Background: an optimization exercise with open tools, aiming at small area and a short achievable clock period. Do not read the settings as production practice.
In this exercise RTL edits were held to simulation tests only and were not proved equivalent to the original.

==> flow/design.v <==
module fpfp_frac (
    input  wire [31:0] t,
    input  wire [2:0]  h,
    input  wire        do_sub,
    output reg  [31:0] y
);
    localparam G = 3;   
    wire       s  = t[31];
    wire [7:0] e  = t[30:23];
    wire [22:0] f = t[22:0];
    wire [23:0] f24 = {1'b0, f};
    wire t_nan  = (e == 8'hFF) && (f != 23'd0);
    wire t_inf  = (e == 8'hFF) && (f == 23'd0);
    wire t_zero = (e == 8'h00) && (f == 23'd0);
    reg [4:0]  lz;
    reg [23:0] m;
    reg signed [9:0] ex;
    integer i;
    always @* begin
        lz = 5'd0;
        for (i = 0; i < 24; i = i + 1)
            if (f24[i]) lz = 5'd23 - i[4:0];
        if (e != 8'd0) begin
            m  = {1'b1, f};
            ex = $signed({2'b00, e}) - 10'sd127;
        end else begin
            m  = f24 << lz;
            ex = -10'sd126 - $signed({5'b00000, lz});
        end
    end
    wire ovf = (ex + $signed({7'd0, h})) >= 10'sd128;
    wire [7:0]  d = (8'd1 << h) + 8'd1;
    wire [33:0] n = {10'd0, m} << (h + G);
    reg  [33:0] q;
    reg  [8:0]  r;
    integer k;
    always @* begin
        r = 9'd0;
        q = 34'd0;
        for (k = 33; k >= 0; k = k - 1) begin
            r = {r[7:0], n[k]};
            if (r >= {1'b0, d}) begin
                r    = r - {1'b0, d};
                q[k] = 1'b1;
            end
        end
    end
    reg [23:0] sig;
    reg        gd, st;
    reg signed [9:0] be;
    always @* begin
        if (q[26]) begin
            sig = q[26:3];
            gd  = q[2];
            st  = (q[1:0] != 2'd0) || (r != 9'd0);
            be  = ex + 10'sd127;
        end else begin
            sig = q[25:2];
            gd  = q[1];
            st  = q[0] || (r != 9'd0);
            be  = ex + 10'sd126;
        end
    end
    reg [25:0] ext, shd;
    reg [4:0]  dsh;
    reg        lost;
    reg [30:0] base;
    reg        gd2, st2, rup;
    reg [30:0] mag_q;
    integer j;
    always @* begin
        ext = {sig, gd, st};
        if (be >= 10'sd1) dsh = 5'd0;
        else if (be <= -10'sd24) dsh = 5'd25;
        else dsh = 5'd1 - be[4:0];
        shd  = ext >> dsh;
        lost = 1'b0;
        for (j = 0; j < 26; j = j + 1)
            if (j < dsh && ext[j]) lost = 1'b1;
        gd2  = shd[1];
        st2  = shd[0] | lost;
        base = {(be >= 10'sd1) ? be[7:0] : 8'd0, shd[24:2]};
        rup  = gd2 & (st2 | base[0]);
        mag_q = base + {30'd0, rup};
    end
    reg [31:0] fr;
    always @* begin
        if (t_nan)       fr = 32'h7FC00000;
        else if (t_inf)  fr = {s, 8'hFF, 23'd0};
        else if (t_zero) fr = {s, 31'd0};
        else if (ovf)    fr = {s, 8'hFF, 23'd0};
        else             fr = {s, mag_q};
    end
    wire [7:0]  ea  = (e == 8'd0) ? 8'd1 : e;
    wire [7:0]  eb  = (fr[30:23] == 8'd0) ? 8'd1 : fr[30:23];
    wire [23:0] ma  = {(e != 8'd0), f};
    wire [23:0] mb  = {(fr[30:23] != 8'd0), fr[22:0]};
    wire [7:0]  kd  = ea - eb;
    wire [24:0] bsh = (kd > 8'd25) ? 25'd0 : ({mb, 1'b0} >> kd);
    wire [24:0] dif = {ma, 1'b0} - bsh;
    reg [4:0]  dlz;
    reg [4:0]  nsh;
    reg [24:0] sn;
    reg [31:0] sb;
    integer p;
    always @* begin
        dlz = 5'd25;
        for (p = 0; p < 25; p = p + 1)
            if (dif[p]) dlz = 5'd24 - p[4:0];
        nsh = ({3'd0, dlz} < ea - 8'd1) ? dlz : (ea[4:0] - 5'd1);
        sn  = dif << nsh;
        if (dif == 25'd0)
            sb = 32'h00000000;
        else
            sb = {s, sn[24] ? (ea - {3'd0, nsh}) : 8'd0, sn[23:1]};
    end
    reg [31:0] sub_res;
    always @* begin
        if (t_nan || t_inf)  sub_res = 32'h7FC00000;
        else if (t_zero)     sub_res = 32'h00000000;
        else if (ovf)        sub_res = {~s, 8'hFF, 23'd0};
        else                 sub_res = sb;
    end
    always @* y = do_sub ? sub_res : fr;
endmodule
module fixed_point_field_packer #(
    parameter W_REGION = 4
) (
    input  wire                clk,
    input  wire                rst,           
    input  wire                req_valid,
    input  wire [31:0]         cmd,
    input  wire [63:0]         a,
    input  wire [63:0]         b,
    input  wire [63:0]         f_pt,
    input  wire [63:0]         f_eta,
    input  wire [63:0]         f_phi,
    input  wire [63:0]         f_hoe,
    input  wire [63:0]         f_hoeflag,
    input  wire [63:0]         f_iso,
    input  wire [63:0]         f_isoflag,
    input  wire [63:0]         f_fb,
    input  wire [63:0]         f_timing,
    input  wire [63:0]         f_shapeflag,
    input  wire [63:0]         f_brems,
    input  wire [W_REGION-1:0] f_region,
    output reg                 rsp_valid,
    output reg                 o_illegal,
    output reg  [63:0]         o_word,
    output reg  [W_REGION-1:0] o_region,
    output reg  [64:0]         o_ival,
    output reg                 o_sign,
    output reg  [63:0]         o_mag,
    output reg                 o_ok,
    output reg  [31:0]         o_fval,
    output reg  [11:0]         d_pt,
    output reg  [31:0]         d_ptfloat,
    output reg  [15:0]         d_eta,
    output reg  [15:0]         d_phi,
    output reg  [15:0]         d_etatc,
    output reg  [15:0]         d_phitc,
    output reg                 d_etasign,
    output reg                 d_phisign,
    output reg  [6:0]          d_etamag,
    output reg  [5:0]          d_phimag,
    output reg  [3:0]          d_hoe,
    output reg  [1:0]          d_hoeflag,
    output reg  [2:0]          d_iso,
    output reg  [1:0]          d_isoflag,
    output reg  [5:0]          d_fb,
    output reg  [4:0]          d_timing,
    output reg  [1:0]          d_shapeflag,
    output reg  [1:0]          d_brems,
    output reg                 d_isostandalone,
    output reg                 d_isoloosetrack,
    output reg                 d_shapestandalone,
    output reg                 d_shapeloosetrack,
    output reg  [W_REGION-1:0] d_region,
    output reg  [31:0]         e_hwpt,
    output reg  [15:0]         e_hweta,
    output reg  [15:0]         e_hwphi,
    output reg                 e_isembigger,
    output reg  [2:0]          e_hoecode,
    output reg  [31:0]         e_hwempt
);
    localparam OP_EXTU  = 5'h00, OP_EXTSM = 5'h01, OP_EXTTC = 5'h02,
               OP_PACKU = 5'h03, OP_SMENC = 5'h04, OP_SMDEC = 5'h05,
               OP_ENCPF = 5'h08, OP_ENCV1 = 5'h09, OP_ENCV2 = 5'h0A,
               OP_ENCV3 = 5'h0B, OP_DECPF = 5'h0C, OP_DECV1 = 5'h0D,
               OP_DECV2 = 5'h0E, OP_DECV3 = 5'h0F, OP_CHKPF = 5'h10,
               OP_CHKV1 = 5'h11, OP_CHKV2 = 5'h12, OP_CHKV3 = 5'h13,
               OP_ZERO  = 5'h14, OP_FRAC  = 5'h18, OP_SPLIT = 5'h19,
               OP_EMUEM = 5'h1A, OP_EMUHD = 5'h1B;
    wire [4:0] op  = cmd[4:0];
    wire [5:0] off = cmd[10:5];
    wire [6:0] wid = cmd[17:11];
    wire [5:0] sbp = cmd[23:18];
    wire [7:0] rsv = cmd[31:24];
    wire [7:0] ow  = {2'b00, off} + {1'b0, wid};
    reg legal;
    always @* begin
        if (rsv != 8'd0) legal = 1'b0;
        else case (op)
            OP_EXTU, OP_PACKU:
                legal = (sbp == 6'd0) && (ow <= 8'd64);
            OP_EXTTC:
                legal = (sbp == 6'd0) && (ow <= 8'd64) && (wid != 7'd0);
            OP_EXTSM:
                legal = (ow <= 8'd64) && !((sbp >= off) && ({2'b00, sbp} < ow));
            OP_SMENC, OP_SMDEC:
                legal = (off == 6'd0) && (sbp == 6'd0) && (wid <= 7'd64);
            OP_ENCPF, OP_ENCV1, OP_ENCV2, OP_ENCV3,
            OP_DECPF, OP_DECV1, OP_DECV2, OP_DECV3,
            OP_CHKPF, OP_CHKV1, OP_CHKV2, OP_CHKV3,
            OP_ZERO, OP_FRAC, OP_SPLIT, OP_EMUEM, OP_EMUHD:
                legal = (cmd[23:5] == 19'd0);
            default:
                legal = 1'b0;
        endcase
    end
    wire [63:0] wmask  = (wid >= 7'd64) ? {64{1'b1}} : ((64'd1 << wid) - 64'd1);
    wire [63:0] field  = (a >> off) & wmask;              
    wire [6:0]  wid_m1 = wid - 7'd1;
    wire        tc_neg = (wid != 7'd0) && field[wid_m1[5:0]];
    wire [64:0] ext_tc = {1'b0, field} | (tc_neg ? ~{1'b0, wmask} : 65'd0);
    wire [64:0] ext_sm = a[sbp] ? {1'b0, field} : (65'd0 - {1'b0, field});
    wire [63:0] pack_w = (a & wmask) << off;              
    wire        sm_sign = !a[63] && (a != 64'd0);         
    wire [63:0] a_abs   = a[63] ? (64'd0 - a) : a;
    wire [63:0] sm_mag  = a_abs & wmask;
    wire [63:0] smd_m   = a & wmask;                      
    wire [64:0] smd_val = b[0] ? {1'b0, smd_m} : (65'd0 - {1'b0, smd_m});
    wire [63:0] enc_pf = {34'd0, f_hoe[3:0], f_phi[6:0], f_eta[6:0], f_pt[11:0]};
    wire [63:0] enc_v1 = {12'd0, f_brems[1:0], f_shapeflag[1:0], f_timing[4:0],
                          f_fb[5:0], f_isoflag[1:0], f_iso[2:0], f_hoeflag[1:0],
                          f_hoe[3:0], f_phi[6:0], f_eta[6:0], f_pt[11:0]};
    wire        eta_pos = !f_eta[63] && (f_eta != 64'd0);
    wire [63:0] eta_abs = f_eta[63] ? (64'd0 - f_eta) : f_eta;
    wire        phi_pos = !f_phi[63] && (f_phi != 64'd0);
    wire [63:0] phi_abs = f_phi[63] ? (64'd0 - f_phi) : f_phi;
    wire [63:0] enc_v3 = {11'd0, f_brems[1:0], f_shapeflag[1:0], f_timing[4:0],
                          f_fb[5:0], f_isoflag[1:0], f_iso[2:0], f_hoeflag[1:0],
                          f_hoe[3:0], phi_pos, phi_abs[5:0], eta_pos, eta_abs[6:0],
                          f_pt[11:0]};
    function [31:0] pt_to_float;
        input [11:0] pt;
        reg   [3:0]  msb;
        reg   [11:0] nrm;
        integer i;
        begin
            msb = 4'd0;
            for (i = 0; i < 12; i = i + 1)
                if (pt[i]) msb = i[3:0];
            nrm = pt << (4'd11 - msb);
            if (pt == 12'd0)
                pt_to_float = 32'd0;
            else
                pt_to_float = {1'b0, 8'd126 + {4'd0, msb}, nrm[10:0], 12'd0};
        end
    endfunction
    function [15:0] sm16;
        input       sgn;
        input [6:0] mag;
        begin
            sm16 = sgn ? {9'd0, mag} : (16'd0 - {9'd0, mag});
        end
    endfunction
    wire [31:0] a_ptf = pt_to_float(a[11:0]);
    wire [15:0] v3_eta = sm16(a[19], a[18:12]);
    wire [15:0] v3_phi = sm16(a[26], {1'b0, a[25:20]});
    reg  [31:0] fr_t;
    reg  [2:0]  fr_h;
    reg         fr_sub;
    always @* begin
        case (op)
            OP_FRAC:  begin fr_t = a[31:0]; fr_h = b[2:0]; fr_sub = 1'b0;   end
            OP_SPLIT: begin fr_t = a[31:0]; fr_h = b[3:1]; fr_sub = !b[0];  end
            default:  begin fr_t = a_ptf;   fr_h = a[30:28]; fr_sub = !a[27]; end
        endcase
    end
    wire [31:0] fr_y;
    fpfp_frac u_frac (
        .t      (fr_t),
        .h      (fr_h),
        .do_sub (fr_sub),
        .y      (fr_y)
    );
    always @(posedge clk) begin
        if (rst) rsp_valid <= 1'b0;
        else     rsp_valid <= req_valid;
    end
    always @(posedge clk) begin
        o_illegal <= !legal;
        case (op)
            OP_EXTU:  o_ival <= {1'b0, field};
            OP_EXTSM: o_ival <= ext_sm;
            OP_EXTTC: o_ival <= ext_tc;
            default:  o_ival <= smd_val;
        endcase
        case (op)
            OP_PACKU: o_word <= pack_w;
            OP_ENCPF: o_word <= enc_pf;
            OP_ENCV3: o_word <= enc_v3;
            OP_ZERO:  o_word <= 64'd0;
            default:  o_word <= enc_v1;
        endcase
        o_region <= f_region;
        o_sign <= sm_sign;
        o_mag  <= sm_mag;
        case (op)
            OP_CHKPF: o_ok <= (a[63:31] == 33'd0);
            default:  o_ok <= (a[63:52] == 12'd0);
        endcase
        o_fval <= fr_y;
        d_pt      <= a[11:0];
        d_ptfloat <= a_ptf;
        d_region  <= f_region;
        case (op)
            OP_DECPF: begin
                d_eta <= {9'd0, a[18:12]};
                d_phi <= {{9{a[25]}}, a[25:19]};
                d_hoe <= a[29:26];
            end
            OP_DECV3: begin
                d_eta <= v3_eta;
                d_phi <= v3_phi;
                d_hoe <= a[30:27];
            end
            OP_DECV2: begin
                d_eta <= {8'd0, a[19:12]};
                d_phi <= {9'd0, a[25:19]};
                d_hoe <= a[29:26];
            end
            default: begin
                d_eta <= {9'd0, a[18:12]};
                d_phi <= {9'd0, a[25:19]};
                d_hoe <= a[29:26];
            end
        endcase
        d_etatc   <= (op == OP_DECV2) ? {{8{a[19]}}, a[19:12]} : {{9{a[18]}}, a[18:12]};
        d_phitc   <= {{9{a[25]}}, a[25:19]};
        d_etasign <= a[19];
        d_phisign <= a[26];
        d_etamag  <= a[18:12];
        d_phimag  <= a[25:20];
        if (op == OP_DECV3) begin
            d_hoeflag   <= a[32:31];
            d_iso       <= a[35:33];
            d_isoflag   <= a[37:36];
            d_fb        <= a[43:38];
            d_timing    <= a[48:44];
            d_shapeflag <= a[50:49];
            d_brems     <= a[52:51];
            d_isostandalone   <= a[36];
            d_isoloosetrack   <= a[37];
            d_shapestandalone <= a[49];
            d_shapeloosetrack <= a[50];
        end else begin
            d_hoeflag   <= a[31:30];
            d_iso       <= a[34:32];
            d_isoflag   <= a[36:35];
            d_fb        <= a[42:37];
            d_timing    <= a[47:43];
            d_shapeflag <= a[49:48];
            d_brems     <= a[51:50];
            d_isostandalone   <= a[35];
            d_isoloosetrack   <= a[36];
            d_shapestandalone <= a[48];
            d_shapeloosetrack <= a[49];
        end
        e_hwpt       <= a_ptf;
        e_hweta      <= {v3_eta[13:0], 2'b00};
        e_hwphi      <= {v3_phi[13:0], 2'b00};
        e_isembigger <= a[27];
        e_hoecode    <= a[30:28];
        e_hwempt     <= fr_y;
    end
endmodule
==> flow/run.sh <==
#!/bin/bash
# synth_recipe.tcl (not shown) runs the flow's synth.tcl, then flattens the netlist and writes it again
# the make line also repeats each setting of config.mk as NAME=value (left out here)
make -C /OpenROAD-flow-scripts/flow DESIGN_CONFIG=/design/flow/config.mk WORK_HOME=/design/flow/orfs CLKGATE_MAP_FILE= SYNTH_SCRIPT=/design/flow/synth_recipe.tcl finish
==> flow/config.mk <==
export PLATFORM = sky130hd
export DESIGN_NAME = fixed_point_field_packer
export DESIGN_NICKNAME = fixed_point_field_packer
export VERILOG_FILES = /design/flow/design.v
export SDC_FILE = /design/flow/constraint.sdc
export NUM_CORES = 4
export LEC_CHECK = 0
export CAP_MARGIN = 20
export CORE_MARGIN = 2
export CORE_UTILIZATION = 18
export PLACE_DENSITY = 0.35
export SLEW_MARGIN = 20
==> flow/constraint.sdc <==
create_clock -name core_clock -period 180.0 [get_ports {clk}]
set_input_delay 36.0000 -clock core_clock [delete_from_list [all_inputs] [get_ports {clk}]]
set_output_delay 36.0000 -clock core_clock [all_outputs]
set_load 0.01 [all_outputs]
==> results.py <==
metrics = {
    "floorplanning": {
        "initial_core_util": 0.181,
        "fp.dieW_microns": 570,
        "rows": 207,
        "ios": 1361,
        "dieHeight_microns": 570,
        "coreArea_sq_mm": 0.319,
        "die_area_sq_mm": 0.325,
    },
    "worst_setup_path": {
        "crit_type": "in -> reg",
        "crit_path_start_kind": "primary input",
        "endpoint_kind": "flip-flop",
        "cp_slowest_cell": "a2111oi_1",
        "worstPathRequired_ps": 180500,
        "arrival_ps": 159460,
        "cp_max_fo": 49,
        "cp_common_cell": "a21o_1",
        "cp_slowest_stage_delay_ps": 890,
    },
    "routing": {
        "drc": 0,
        "routed-wl-met2_microns": 181000,
        "drt_iter0_drc": 5967,
        "vias_per_cell": 5.21,
        "drt_wl_total_microns": 376000,
        "via_count": 66600,
        "wl_met1_microns": 148000,
        "drt_pre_antenna_iters": 7,
        "ant_nets": 0,
        "wl_met3_microns": 23700,
        "top_layer_used": "met5",
        "avgRoutedWirePerCell_microns": 29.4,
    },
    "finish": {
        "drive_above_1_share": 0.0812,
        "utilization": 0.221,
        "final_common_cell": "nand2_1",
        "layout_common_cells": "nand2_1 (981), nor2_1 (865), clkdlybuf4s50_1 (721)",
        "finalNetCount": 9820,
        "instances_no_fill": 12800,
        "synthToLayoutAreaGrowth_pct": 22.1,
    },
    "worst_hold_path": {
        "min_path_type": "in -> reg",
        "hold_start": "f_region[1]",
        "whs_endpoint": "d_region[1]$_DFF_P_",
        "min_path_cells": 1,
    },
    "sta": {
        "max_freq_ghz": 0.00629,
        "period_share": 0.883,
        "slew_headroom": 0.108,
        "hold_slack_ps": 35770,
        "setup_violations": 0,
        "rsz0062_at_grt": "no",
        "fin_crit_ps": 158970,
        "finalSetupTns_ps": 0,
        "worstMarginPinSlew_ps": 1330,
        "report.final.hold_viol_count": 0,
        "drv_slew": 0,
    },
    "global_routing": {
        "grt_pass1_wl_microns": 516000,
        "grt_max_degree": 68,
        "grt.total_usage": 0.221,
        "antenna_found_initial": 53,
        "grt-ovfl-total": 0,
        "grt_pass1_vias": 64400,
    },
    "run": {
        "cap_violations": 0,
    },
    "cts": {
        "clkSinkCount": 339,
        "cts_tree": "done",
        "clk_path_buf_depth": 3,
        "ctsHoldBuffers": 0,
        "h-tree-depth": 2,
        "cts_root_buf": "clkbuf_16",
        "post_cts.repair.setup_buffers": 0,
        "clk_pin_slew_ps": 60,
        "cts_buffers": 42,
        "cts-resized-gates": 0,
    },
    "placed_design": {
        "portBuffers": 732,
        "place.gp.congestion": 0.971,
        "dpl.cell_count": 12700,
        "dp_hpwl_microns": 310000,
    },
    "synthesis": {
        "ys_seq_area_frac": 0.118,
        "synth-edff-count": 0,
        "ys.flop_type": "dfxtp_1",
        "synth_cell_types": 144,
        "avgSynthCellArea_sq_um": 7.08,
        "ys_warn_count": 2,
        "syn_inst": 8158,
        "netlist_area_sq_mm": 0.0578,
        "async_reset_ff_frac": 0,
        "synth-seq-cells": 339,
    },
    "outcome": {
        "outcome": "finished clean",
    },
}
==> worst max path at each step <==
stage | start | endpoint | depth (start not counted)
6_report | a[11] | e_hwempt[30]$_DFF_P_ | 507
5_1_grt | a[11] | e_hwempt[30]$_DFF_P_ | 510
4_1_cts | a[11] | e_hwempt[30]$_DFF_P_ | 507
2_1_floorplan | cmd[2] | e_hwempt[30]$_DFF_P_ | 533
3_5_place_dp | a[11] | e_hwempt[30]$_DFF_P_ | 505
3_3_place_gp | a[11] | e_hwempt[30]$_DFF_P_ | 505
==> per-stage QoR <==
stage	worst slack (ps)	cell area, sq um
2_1_floorplan	43470	57900
3_3_place_gp	21100	69000
3_5_place_dp	21330	69000
4_1_cts	21450	70400
5_1_grt	10890	70500
6_report	21030	70500
==> cells by family after synthesis <==
group	Yosys count	synth area share
AOI/OAI and AO/OA	2506	0.289
xor gates and xnor gates	484	0.0734
adders and majority gates	406	0.0927
buffers and inverters	950	0.0742
DFF	339	0.118
muxes	526	0.116
other	1	0.0000649
and+or+nand+nor	2946	0.237
==> area by class of cell <==
| class | count | area [sq um] |
|---|---|---|
| antenna | 37 | 92.6 |
| clock buffer | 54 | 1150 |
| clock inverter | 20 | 203 |
| fill | 35600 | 248000 |
| inverter | 305 | 1150 |
| multi-input combinational | 6898 | 46900 |
| sequential | 339 | 6790 |
| tap | 4180 | 5230 |
| timing repair buffer | 958 | 8990 |
==> worst max-delay path: cells and delay by family <==
| kind | cells | cell delay, ps |
|---|---|---|
| AO/OA/AOI/OAI | 327 | 70950 |
| AND/OR/NAND/NOR | 86 | 21760 |
| adder cells (fa/ha/maj) | 41 | 13550 |
| buffers and inverters | 25 | 5260 |
| multiplexers | 25 | 10720 |
| XOR/XNOR | 3 | 970 |
==> state kept, by name, summed over array words and instances (netlist names), 3 cells and up <==
register and cells:
d_phi 8, d_region 4, d_eta 9, o_ival 65, e_hwpt 18, d_fb 6
e_hweta 7, e_hoecode 3, e_hwempt 32, o_mag 64, e_hwphi 6, d_pt 12
d_phimag 5, d_timing 5, d_etamag 6, o_word 64, d_iso 3, d_hoe 4
==> per-layer routing <==
metal / vias to the layer above / global-route usage
met2: 2692 / 0.383
met4: 10 / 0.122
met3: 644 / 0.0348
met1: 32700 / 0.258
met5: - / 0
li1: 30600 / -
==> cells in the mapped netlist, types with 192 or more instances <==
cell / instances / area share
a21oi_1: 659 / 0.057
clkbuf_1: 348 / 0.023
dfxtp_1: 339 / 0.12
ha_1: 368 / 0.080
inv_1: 288 / 0.019
mux2i_1: 325 / 0.056
nand2_1: 982 / 0.064
nand3_1: 192 / 0.017
nor2_1: 869 / 0.056
nor3_1: 209 / 0.018
o21ai_0: 488 / 0.042
xnor2_1: 272 / 0.041
xor2_1: 212 / 0.032

[what the ideal ports hide]
No port has a modelled driver above. Below, the same layout with a new extraction and two added sets of constraints. Step 1, drivers: a clkbuf_16 drives clk and a buf_2 each remaining input, both assumed. Step 2 times the ports against the registers' clock, not the clock port: input delays grow and output delays shrink by t, the midpoint of the rising clock arrivals with the driver on. Slacks: ideal / step 1 / step 2; pairs: ideal / step 1.
shift t [ns]: 0.736
setup WS [ns]: 21.032 / 21.084 / 20.348
worst setup path after step 2: input to register
latest minus earliest clock arrival (ns): 0.046 / 0.045
After both steps this run still meets setup and hold. The setup slack of this run moves by +0.052 ns with the drivers and by -0.684 ns with both steps.
